What follows belongs to an exercise in optimizing a design on an open flow for small area, a short achievable clock period and few clock cycles; a production flow would make more cautious choices.
RTL that was checked went through simulation tests only; none was proved equivalent to the original.
The flow treats the clock pin as an ideal source, which a real chip does not have.
No activity file was given, so power comes from the tool's default toggle rates.

==> module fpp, before the edit <==
module fpp (
    input  wire         clk,
    input  wire         rst,           
    input  wire         in_valid,
    output wire         in_ready,
    input  wire [2:0]   in_kind,
    input  wire [7:0]   in_data,
    output wire [3:0]   status,
    output wire [6:0]   rxlen,
    output wire [191:0] sb             
);
    localparam [2:0] K_START = 3'd0;
    localparam [2:0] K_BYTE  = 3'd1;
    localparam [2:0] K_END   = 3'd2;
    localparam [2:0] K_ERROR = 3'd3;
    localparam [1:0] P_NF  = 2'd0;    
    localparam [1:0] P_INC = 2'd1;    
    localparam [1:0] P_CHK = 2'd2;    
    localparam [1:0] P_OK  = 2'd3;    
    reg [6:0]   rxlen_r;     
    reg [3:0]   status_r;
    reg [191:0] sb_r;
    reg [191:0] cand;        
    reg         clr;         
    reg         ldp;         
    reg         rdy;         
    reg         pbv;         
    reg [7:0]   pbd;         
    reg [1:0]   pst;
    reg         pok;         
    reg         prev42;      
    reg [4:0]   j;           
    reg [12:0]  acc;         
    reg         hi_ok;       
    assign in_ready = rdy;
    wire go      = in_valid & rdy;
    wire a_start = go & (in_kind == K_START);
    wire a_byte  = go & (in_kind == K_BYTE);
    wire a_end   = go & (in_kind == K_END);
    wire a_error = go & (in_kind == K_ERROR);
    wire a_parse = go & in_kind[2];
    wire infr  = (pst == P_INC);
    wire shift = clr | (pbv & infr & (j >= 5'd4) & (j < 5'd28));
    always @(posedge clk)
        if (shift)
            cand <= {cand[183:0], pbd & {8{~clr}}};
    wire load = ldp;
    integer k;
    always @(posedge clk)
        if (load)
            for (k = 0; k < 12; k = k + 1)
                sb_r[16*k +: 16] <= cand[191 - 16*k -: 16];
    reg [1:0] pst_n;
    always @* begin
        pst_n = pst;
        if (pbv) begin
            if (pst == P_NF && prev42 && pbd == 8'h4D)
                pst_n = P_INC;
            if (pst == P_INC && j == 5'd31)
                pst_n = (hi_ok && acc[7:0] == pbd) ? P_OK : P_CHK;
        end
        if (a_start || a_error)
            pst_n = P_NF;
    end
    always @(posedge clk) begin
        pbd <= in_data;
        if (rst) begin
            clr      <= 1'b1;
            ldp      <= 1'b0;
            rdy      <= 1'b0;
            j        <= 5'd0;
            rxlen_r  <= 7'd0;
            status_r <= 4'd0;
            pbv      <= 1'b0;
            pst      <= P_NF;
            pok      <= 1'b0;
            prev42   <= 1'b0;
        end else if (clr) begin
            j   <= j + 5'd1;
            ldp <= (j == 5'd23);
            if (ldp) begin
                clr <= 1'b0;
                rdy <= 1'b1;
            end
        end else begin
            ldp <= a_parse & pok;
            rdy <= ~(a_parse & pok);
            pbv <= a_byte & ~rxlen_r[6];
            pst <= pst_n;
            pok <= (pst_n == P_OK);
            if (pbv) begin
                prev42 <= (pbd == 8'h42);
                if (pst == P_NF) begin
                    j   <= 5'd2;
                    acc <= 13'h008F;     
                end else begin
                    j <= j + 5'd1;
                    if (j < 5'd30)
                        acc <= acc + {5'd0, pbd};
                    if (j == 5'd30)
                        hi_ok <= ({3'd0, acc[12:8]} == pbd);
                end
            end
            if (a_start) begin
                rxlen_r <= 7'd0;
                prev42  <= 1'b0;
            end
            if (a_byte && !rxlen_r[6])
                rxlen_r <= rxlen_r + 7'd1;
            if (a_end)
                status_r <= 4'd0;
            if (a_error) begin
                rxlen_r  <= 7'd0;
                status_r <= 4'd8;
            end
            if (a_parse)
                case (pst)
                    P_NF:    status_r <= 4'd4;
                    P_INC:   status_r <= 4'd5;
                    P_CHK:   status_r <= 4'd3;
                    default: status_r <= 4'd0;
                endcase
        end
    end
    assign status = status_r;
    assign rxlen  = rxlen_r;
    assign sb     = sb_r;
endmodule
clock: 6.0 ns
lec_check: 0
cap_margin: 20
core_margin: 2
core_utilization: 55
setup_slack_margin: 3.75
slew_margin: 20
standard.sh (not shown) runs the stock make flow with config.mk's settings and CLKGATE_MAP_FILE= SYNTH_SCRIPT=/design/flow/synth_recipe.tcl, a recipe that flattens the netlist after the stock synthesis.
==> flow/flow/run.sh <==
#!/bin/bash
# The standard layout (standard.sh) with three changes:
#  - the port buffers are buf_1 cells instead of the slow delay cells that
#    buffer_ports picks by default;
#  - the clock tree uses larger sink clusters of clkbuf_16 (fewer buffers);
#  - after CTS, the clock port drives the tree's second level directly and
#    the root buffer is removed (clk_root.tcl), one buffer fewer on every
#    register's clock path.
# Each step writes its full output to a log file of its own here.
set -euo pipefail
export BUFFER_PORTS_ARGS="-buffer_cell sky130_fd_sc_hd__buf_1"
export CTS_ARGS="-sink_clustering_enable -repair_clock_nets -buf_list sky130_fd_sc_hd__clkbuf_16 -sink_clustering_size 30 -sink_clustering_max_diameter 100 -sink_buffer_max_cap_derate 1.0"
bash standard.sh cts > make_to_cts.log 2>&1
R=orfs/results/${FLOW_PLATFORM}/fpp/base
ODB_IN=$R/4_1_cts.odb ODB_OUT=$R/4_1_cts.odb openroad -no_init -exit flow/clk_root.tcl > clk_root.log 2>&1
cp $R/4_1_cts.odb $R/4_cts.odb
bash standard.sh finish > make_finish.log 2>&1
==> flow/flow/clk_root.tcl <==
read_db $::env(ODB_IN)
set block [ord::get_db_block]
set clknet [[$block findBTerm clk] getNet]
set roots {}
foreach it [$clknet getITerms] { lappend roots $it }
if {[llength $roots] != 1} { puts "clock port drives [llength $roots] pins; nothing done"; write_db $::env(ODB_OUT); exit }
set root [[lindex $roots 0] getInst]
set rootnet ""
foreach it [$root getITerms] { if {[$it isOutputSignal]} { set rootnet [$it getNet] } }
set loads {}
set ok 1
foreach it [$rootnet getITerms] {
  if {![$it isInputSignal]} continue
  lappend loads $it
  if {![string match "sky130_fd_sc_hd__clkbuf*" [[[$it getInst] getMaster] getName]]} { set ok 0 }
}
if {!$ok || [llength $loads] > 4 || [llength $loads] == 0} { puts "root drives [llength $loads] pins (all buffers: $ok); nothing done"; write_db $::env(ODB_OUT); exit }
foreach it $loads { $it disconnect; $it connect $clknet }
puts "removed root [$root getName]: [llength $loads] buffers now driven by the clock port"
odb::dbInst_destroy $root
odb::dbNet_destroy $rootnet
write_db $::env(ODB_OUT)
The baseline completed without violations.
Change:
--- a/flow/design.v
+++ b/flow/design.v
@@ -21,9 +21,9 @@
     reg [3:0]   status_r;
     reg [191:0] sb_r;
     reg [191:0] cand;        
     reg         clr;         
-    reg         ldp;         
+    reg         clr_ld;      
     reg         rdy;         
     reg         pbv;         
     reg [7:0]   pbd;         
     reg [1:0]   pst;
@@ -43,9 +43,9 @@
     wire shift = clr | (pbv & infr & (j >= 5'd4) & (j < 5'd28));
     always @(posedge clk)
         if (shift)
             cand <= {cand[183:0], pbd & {8{~clr}}};
-    wire load = ldp;
+    wire load = clr_ld | (in_valid & in_kind[2] & pok);
     integer k;
     always @(posedge clk)
         if (load)
             for (k = 0; k < 12; k = k + 1)
@@ -65,9 +65,9 @@
     always @(posedge clk) begin
         pbd <= in_data;
         if (rst) begin
             clr      <= 1'b1;
-            ldp      <= 1'b0;
+            clr_ld   <= 1'b0;
             rdy      <= 1'b0;
             j        <= 5'd0;
             rxlen_r  <= 7'd0;
             status_r <= 4'd0;
@@ -75,17 +75,15 @@
             pst      <= P_NF;
             pok      <= 1'b0;
             prev42   <= 1'b0;
         end else if (clr) begin
-            j   <= j + 5'd1;
-            ldp <= (j == 5'd23);
-            if (ldp) begin
+            j      <= j + 5'd1;
+            clr_ld <= (j == 5'd23);
+            if (clr_ld) begin
                 clr <= 1'b0;
                 rdy <= 1'b1;
             end
         end else begin
-            ldp <= a_parse & pok;
-            rdy <= ~(a_parse & pok);
             pbv <= a_byte & ~rxlen_r[6];
             pst <= pst_n;
             pok <= (pst_n == P_OK);
             if (pbv) begin
Effect: The changed run went through all stages and came out clean. Via count is higher slightly. Maximum frequency barely changes. Global-route usage goes up by 0.56 points. Hold slack degrades by 0.0045 ns. Utilization is higher by 0.68 points. Clock power stays flat. First-iteration DRC count rose slightly. Final area climbs slightly. Setup slack barely changes. Power went up slightly. Register-to-register slack gains 0.11 ns.
Testbench counts after the change, summed over its fixed seeds: cycles 15,751.
Function not checked in the first run of this note: the RTL went through the layout flow alone.

The RTL this note starts from:
==> flow/design.v <==
module fpp (
    input  wire         clk,
    input  wire         rst,           
    input  wire         in_valid,
    output wire         in_ready,
    input  wire [2:0]   in_kind,
    input  wire [7:0]   in_data,
    output wire [3:0]   status,
    output wire [6:0]   rxlen,
    output wire [191:0] sb             
);
    localparam [2:0] K_START = 3'd0;
    localparam [2:0] K_BYTE  = 3'd1;
    localparam [2:0] K_END   = 3'd2;
    localparam [2:0] K_ERROR = 3'd3;
    localparam [1:0] P_NF  = 2'd0;    
    localparam [1:0] P_INC = 2'd1;    
    localparam [1:0] P_CHK = 2'd2;    
    localparam [1:0] P_OK  = 2'd3;    
    reg [6:0]   rxlen_r;     
    reg [3:0]   status_r;
    reg [191:0] sb_r;
    reg [191:0] cand;        
    reg         clr;         
    reg         ldp;         
    reg         rdy;         
    reg         pbv;         
    reg [7:0]   pbd;         
    reg [1:0]   pst;
    reg         pok;         
    reg         prev42;      
    reg [4:0]   j;           
    reg [7:0]   acc_lo;      
    reg         acc_cy;      
    reg [4:0]   acc_hi;      
    reg         hi_ok;       
    assign in_ready = rdy;
    wire go      = in_valid & rdy;
    wire a_start = go & (in_kind == K_START);
    wire a_byte  = go & (in_kind == K_BYTE);
    wire a_end   = go & (in_kind == K_END);
    wire a_error = go & (in_kind == K_ERROR);
    wire a_parse = go & in_kind[2];
    wire infr  = (pst == P_INC);
    wire shift = clr | (pbv & infr & (j >= 5'd4) & (j < 5'd28));
    always @(posedge clk)
        if (shift)
            cand <= {cand[183:0], pbd & {8{~clr}}};
    wire load = ldp;
    integer k;
    always @(posedge clk)
        if (load)
            for (k = 0; k < 12; k = k + 1)
                sb_r[16*k +: 16] <= cand[191 - 16*k -: 16];
    reg [1:0] pst_n;
    always @* begin
        pst_n = pst;
        if (pbv) begin
            if (pst == P_NF && prev42 && pbd == 8'h4D)
                pst_n = P_INC;
            if (pst == P_INC && j == 5'd31)
                pst_n = (hi_ok && acc_lo == pbd) ? P_OK : P_CHK;
        end
        if (a_start || a_error)
            pst_n = P_NF;
    end
    always @(posedge clk) begin
        acc_hi <= acc_hi + {4'd0, acc_cy};
        acc_cy <= 1'b0;
        if (pbv) begin
            prev42 <= (pbd == 8'h42);
            if (pst == P_NF) begin
                acc_lo <= 8'h8F;         
                acc_hi <= 5'd0;
            end else begin
                if (j < 5'd30)
                    {acc_cy, acc_lo} <= {1'b0, acc_lo} + {1'b0, pbd};
                if (j == 5'd30)
                    hi_ok <= ({3'd0, acc_hi + {4'd0, acc_cy}} == pbd);
            end
        end
        if (a_start)
            prev42 <= 1'b0;
    end
    always @(posedge clk) begin
        pbd <= in_data;
        if (rst) begin
            clr      <= 1'b1;
            ldp      <= 1'b0;
            rdy      <= 1'b0;
            j        <= 5'd0;
            rxlen_r  <= 7'd0;
            status_r <= 4'd0;
            pbv      <= 1'b0;
            pst      <= P_NF;
            pok      <= 1'b0;
        end else if (clr) begin
            j   <= j + 5'd1;
            ldp <= (j == 5'd23);
            if (ldp) begin
                clr <= 1'b0;
                rdy <= 1'b1;
            end
        end else begin
            ldp <= a_parse & pok;
            rdy <= ~(a_parse & pok);
            pbv <= a_byte & ~rxlen_r[6] & ~(pbv & (rxlen_r == 7'd63));
            rxlen_r <= rxlen_r + {6'd0, pbv};
            pst <= pst_n;
            pok <= (pst_n == P_OK);
            if (pbv)
                j <= (pst == P_NF) ? 5'd2 : j + 5'd1;
            if (a_start)
                rxlen_r <= 7'd0;
            if (a_end)
                status_r <= 4'd0;
            if (a_error) begin
                rxlen_r  <= 7'd0;
                status_r <= 4'd8;
            end
            if (a_parse)
                case (pst)
                    P_NF:    status_r <= 4'd4;
                    P_INC:   status_r <= 4'd5;
                    P_CHK:   status_r <= 4'd3;
                    default: status_r <= 4'd0;
                endcase
        end
    end
    assign status = status_r;
    assign rxlen  = rxlen_r;
    assign sb     = sb_r;
endmodule
export LEC_CHECK = 0
export CAP_MARGIN = 20
export CORE_MARGIN = 2
export CORE_UTILIZATION = 55
export SETUP_SLACK_MARGIN = 3.75
export SLEW_MARGIN = 20
create_clock -name core_clock -period 6.0 [get_ports {clk}]
==> flow/flow/run.sh <==
#!/bin/bash
# The standard layout (standard.sh) with these changes:
#  - the port buffers are buf_1 cells instead of the slow delay cells that
#    buffer_ports picks by default;
#  - the clock tree uses larger sink clusters of clkbuf_16 (fewer buffers);
#  - after CTS, the clock port drives the tree's second level directly and
#    the root buffer is removed (clk_root.tcl), and each second-level
#    buffer is split in two, each half near its loads (clk_split.tcl): the
#    port drives 4 buffers, and every register still has the same number
#    of buffers on its clock path.
# Each step writes its full output to a log file of its own here.
set -euo pipefail
export BUFFER_PORTS_ARGS="-buffer_cell sky130_fd_sc_hd__buf_1"
export CTS_ARGS="-sink_clustering_enable -repair_clock_nets -buf_list sky130_fd_sc_hd__clkbuf_16 -sink_clustering_size 25 -sink_clustering_max_diameter 100 -sink_buffer_max_cap_derate 1.0"
bash standard.sh cts > make_to_cts.log 2>&1
R=orfs/results/${FLOW_PLATFORM}/fpp/base
ODB_IN=$R/4_1_cts.odb ODB_OUT=$R/4_1_cts.odb openroad -no_init -exit flow/clk_root.tcl > clk_root.log 2>&1
ODB_IN=$R/4_1_cts.odb ODB_OUT=$R/4_1_cts.odb openroad -no_init -exit flow/clk_split.tcl > clk_split.log 2>&1
cp $R/4_1_cts.odb $R/4_cts.odb
bash standard.sh finish > make_finish.log 2>&1
Scripts as last shown in full above: flow/flow/clk_root.tcl
Other scripts of this flow, unchanged in this note and not shown: flow/flow/clk_split.tcl
The starting point passed the timing, design-rule and antenna checks.
Testbench counts at the start, summed over its fixed seeds: cycles 15,968.
Next try:
--- a/flow/design.v
+++ b/flow/design.v
@@ -25,8 +25,9 @@
     reg         ldp;         
     reg         rdy;         
     reg         pbv;         
     reg [7:0]   pbd;         
+    reg         shv;         
     reg [1:0]   pst;
     reg         pok;         
     reg         prev42;      
     reg [4:0]   j;           
@@ -40,10 +41,10 @@
     wire a_byte  = go & (in_kind == K_BYTE);
     wire a_end   = go & (in_kind == K_END);
     wire a_error = go & (in_kind == K_ERROR);
     wire a_parse = go & in_kind[2];
-    wire infr  = (pst == P_INC);
-    wire shift = clr | (pbv & infr & (j >= 5'd4) & (j < 5'd28));
+    wire keep    = a_byte & ~rxlen_r[6] & ~(pbv & (rxlen_r == 7'd63));
+    wire shift = clr | shv;
     always @(posedge clk)
         if (shift)
             cand <= {cand[183:0], pbd & {8{~clr}}};
     wire load = ldp;
@@ -52,11 +53,14 @@
         if (load)
             for (k = 0; k < 12; k = k + 1)
                 sb_r[16*k +: 16] <= cand[191 - 16*k -: 16];
     reg [1:0] pst_n;
+    reg [4:0] j_n;
     always @* begin
         pst_n = pst;
+        j_n   = j;
         if (pbv) begin
+            j_n = (pst == P_NF) ? 5'd2 : j + 5'd1;
             if (pst == P_NF && prev42 && pbd == 8'h4D)
                 pst_n = P_INC;
             if (pst == P_INC && j == 5'd31)
                 pst_n = (hi_ok && acc_lo == pbd) ? P_OK : P_CHK;
@@ -91,8 +95,9 @@
             j        <= 5'd0;
             rxlen_r  <= 7'd0;
             status_r <= 4'd0;
             pbv      <= 1'b0;
+            shv      <= 1'b0;
             pst      <= P_NF;
             pok      <= 1'b0;
         end else if (clr) begin
             j   <= j + 5'd1;
@@ -103,14 +108,14 @@
             end
         end else begin
             ldp <= a_parse & pok;
             rdy <= ~(a_parse & pok);
-            pbv <= a_byte & ~rxlen_r[6] & ~(pbv & (rxlen_r == 7'd63));
+            pbv <= keep;
             rxlen_r <= rxlen_r + {6'd0, pbv};
             pst <= pst_n;
             pok <= (pst_n == P_OK);
-            if (pbv)
-                j <= (pst == P_NF) ? 5'd2 : j + 5'd1;
+            j   <= j_n;
+            shv <= keep & (pst_n == P_INC) & (j_n >= 5'd4) & (j_n < 5'd28);
             if (a_start)
                 rxlen_r <= 7'd0;
             if (a_end)
                 status_r <= 4'd0;
Effect: Non-clock buffer count increases by 1; power hardly moves; count of clock-buffer cells in the layout does not change; cell area goes up by 0.53%; register-to-register slack is better by 30 ps; setup slack got worse by 42 ps.
No functional check of the RTL was part of the second run of this note.

-- afterwards: timing with drivers on the ports --
The flow's constraints put no driver on any port. The routed layouts listed below were extracted and timed again, unchanged, in two steps.
Step 1: set_driving_cell puts a clkbuf_16 on clk and a buf_2 on each other input, an assumption about the parent block.
Step 2, shift: input delay + t, output delay - t, t = (earliest + latest rising clock arrival at the registers) / 2. This alone moves slack from input paths to output paths.
Slacks: ideal ports / drivers / drivers and shift; pairs: ideal ports / drivers.
run | shift t [ns] | setup slack, ns | hold slack, ns | worst slew at a driven data input, ns
the first run of note 1 | 0.444 | 3.768 / 3.759 / 3.489 | 0.431 / 0.431 / 0.431 | 0.03
the second run of note 1 | 0.445 | 3.765 / 3.741 / 3.341 | 0.427 / 0.427 / 0.427 | 0.05
the first run of note 2 | 0.415 | 3.852 / 3.778 / 3.669 | 0.418 / 0.418 / 0.418 | 0.03
the second run of note 2 | 0.417 | 3.810 / 3.763 / 3.469 | 0.425 / 0.425 / 0.425 | 0.05
After both steps setup and hold are still met in every run listed. For the second run of note 1, which loses most, drivers alone change the setup slack by -0.024 ns; drivers and shift together by -0.424 ns.
